This design comes from an exercise in tuning for small area, a short achievable clock period and few clock cycles on the open sky130 flow, not from production work. In this exercise RTL edits were held to simulation tests only and were not proved equivalent to the original. Power figures rest on the tool's default switching activity, not on a simulated workload.

// qr_frontend
module qr_frontend (
    input  wire       clk,
    input  wire       rst,
    input  wire       start,
    input  wire [5:0] version,
    output wire       busy,
    output wire       grid_re,
    output wire [7:0] grid_row,
    output wire [7:0] grid_col,
    input  wire       grid_bit,
    output reg        fmt_valid,
    output reg  [1:0] fmt_level,
    output reg  [2:0] fmt_mask,
    output reg  [4:0] fmt_fidx,
    output reg  [4:0] fmt_fdist,
    output reg        cw_valid,
    output reg  [7:0] cw_data
);
==> flow/config.mk <==
export PLATFORM = sky130hd
export DESIGN_NAME = qr_frontend
export DESIGN_NICKNAME = qr_frontend
export VERILOG_FILES = /design/flow/design.v
export SDC_FILE = /design/flow/constraint.sdc
export NUM_CORES = 4
export LEC_CHECK = 0
export CAP_MARGIN = 40
export CORE_MARGIN = 2
export CORE_UTILIZATION = 40
export PLACE_DENSITY = 0.6
export SLEW_MARGIN = 65
==> flow/constraint.sdc <==
create_clock -name core_clock -period 11.0 [get_ports {clk}]
set_input_delay 2.2000 -clock core_clock [delete_from_list [all_inputs] [get_ports {clk}]]
set_output_delay 2.2000 -clock core_clock [all_outputs]
set_load 0.01 [all_outputs]
standard.sh (not shown) runs the stock make flow with config.mk's settings and CLKGATE_MAP_FILE= SYNTH_SCRIPT=/design/flow/synth_recipe.tcl, a recipe that flattens the netlist after the stock synthesis.
==> flow/flow/run.sh <==
#!/bin/bash
set -euo pipefail
export BUFFER_PORTS_ARGS="-buffer_cell sky130_fd_sc_hd__buf_2"
bash standard.sh > standard_flow.log 2>&1
The first run completed without violations.
Testbench counts at the start, summed over its fixed seeds: cycles 1,399,588.
Then changed:
--- a/flow/config.mk
+++ b/flow/config.mk
@@ -6,7 +6,7 @@
 export NUM_CORES = 4
 export LEC_CHECK = 0
-export CAP_MARGIN = 40
+export CAP_MARGIN = 20
 export CORE_MARGIN = 2
 export CORE_UTILIZATION = 40
 export PLACE_DENSITY = 0.6
-export SLEW_MARGIN = 65
+export SLEW_MARGIN = 20
=>
- routed wire length went down by 1.3%
- sequential cell count is unchanged
- non-clock buffer count went down by 29

---

## 03-04
Another version of the RTL of qr_frontend (not shown whole).
Size: ~53 I/O pins, about 11,000 um2 of cells after synthesis.
export LEC_CHECK = 0
export CAP_MARGIN = 40
export CORE_MARGIN = 2
export CORE_UTILIZATION = 55
export PLACE_DENSITY = 0.7
export SLEW_MARGIN = 65
create_clock -name core_clock -period 11.0 [get_ports {clk}]
Scripts as last shown in full above: flow/flow/run.sh
Testbench counts of 03-04, summed over its fixed seeds: cycles 1,399,588.
#### Input delta (06-08 over 03-04)
diff --git a/flow/config.mk b/flow/config.mk
--- a/flow/config.mk
+++ b/flow/config.mk
@@ -9,4 +9,4 @@
 export CORE_MARGIN = 2
-export CORE_UTILIZATION = 55
-export PLACE_DENSITY = 0.7
+export CORE_UTILIZATION = 40
+export PLACE_DENSITY = 0.6
 export SLEW_MARGIN = 65
==> run summary <==
First-pass GRT wire length: 06-08 vs 03-04 up 1.2 mm
Final period demand of the worst path ended up 32 ps lower on 06-08 than on 03-04.
First-iteration DRC count was higher in 03-04 than in 06-08.
Taking 03-04 as the reference, in 06-08 static leakage saw a decrease; final design instance area without fill shows an increase of about 0.43%; die height has increased; combinational power now sits at about the same level; number of nets produced by synthesis held steady.
Diff 06-08..03-04 | worst hold slack across all endpoints | negligible
06-08 vs 03-04, detailed-route wire length per cell went down by 0.84 um.

---

Another version of the RTL of qr_frontend (not shown whole).
Size: about 150 flip-flops, roughly 53 I/O pins.
export LEC_CHECK = 0
export CAP_MARGIN = 20
export CORE_MARGIN = 2
export CORE_UTILIZATION = 60
export PLACE_DENSITY = 0.75
export SLEW_MARGIN = 20
create_clock -name core_clock -period 11.0 [get_ports {clk}]
Scripts as last shown in full above: flow/flow/run.sh
The baseline completed without violations.
Testbench counts at the start, summed over its fixed seeds: cycles 1,399,588.
Then changed:
- CAP_MARGIN: 20 -> 90
- CORE_UTILIZATION: 60 -> 55
- PLACE_DENSITY: 0.75 -> 0.7
- SLEW_MARGIN: 20 -> 90
Outcome: The changed run failed in detailed placement. Synthesized cell count does not change. Synthesized area stays the same.

---

qr_frontend again, from the RTL that the note above started with.
clock: 11.0 ns
lec_check: 0
cap_margin: 80
core_margin: 2
core_utilization: 40
place_density: 0.6
slew_margin: 80
Scripts as last shown in full above: flow/flow/run.sh
The baseline produced a clean layout.
Testbench counts at the start, summed over its fixed seeds: cycles 1,399,588.
==> next run, changes <==
Settings changed: CAP_MARGIN 80 to 20, SLEW_MARGIN 80 to 20.
The new run ran to the end with no violations.
Design area shrinks by 14%.
Clock skew stays flat.
Die area is unchanged.

## separate check: timing with driven ports
The results above use ideal ports. As a check the final layouts listed here were re-extracted and re-timed, cells and wires unchanged. Step 1 (the two cells are an assumption about what drives the block):
set clk [get_ports {clk}]
set_driving_cell -lib_cell sky130_fd_sc_hd__clkbuf_16 $clk
set_driving_cell -lib_cell sky130_fd_sc_hd__buf_2 [delete_from_list [all_inputs] $clk]
Step 2 adds t to the input delays and takes it off the output delays; t is the mean of the earliest and latest rising clock arrival at the registers after step 1. Input paths then give back, and output paths get back, about the clock's delay inside the block. Three values: no drivers, after step 1, after step 2; two values: the first two.
run | t (ns) | setup slack, ns | worst setup path after step 2 | slew at the worst register clock pin (ns) | cell pins on the clock port's net
the first run of note 1 | 0.489 | 7.691 / 7.641 / 7.536 | input to register | 0.09 / 0.09 | 1
the second run of note 1 | 0.489 | 7.640 / 7.629 / 7.520 | input to register | 0.08 / 0.08 | 1
03-04 | 0.479 | 7.844 / 7.799 / 7.867 | input to register | 0.08 / 0.08 | 1
06-08 | 0.487 | 7.876 / 7.826 / 7.883 | input to register | 0.08 / 0.08 | 1
the first run of note 3 | 0.481 | 7.283 / 7.283 / 7.283 | register to register | 0.07 / 0.07 | 1
the first run of note 4 | 0.484 | 7.584 / 7.584 / 7.584 | register to register | 0.07 / 0.07 | 1
the second run of note 4 | 0.486 | 7.330 / 7.330 / 7.330 | register to register | 0.07 / 0.07 | 1
After both steps setup and hold are still met in every run listed. For the first run of note 1, which loses most, drivers alone change the setup slack by -0.050 ns; drivers and shift together by -0.155 ns.
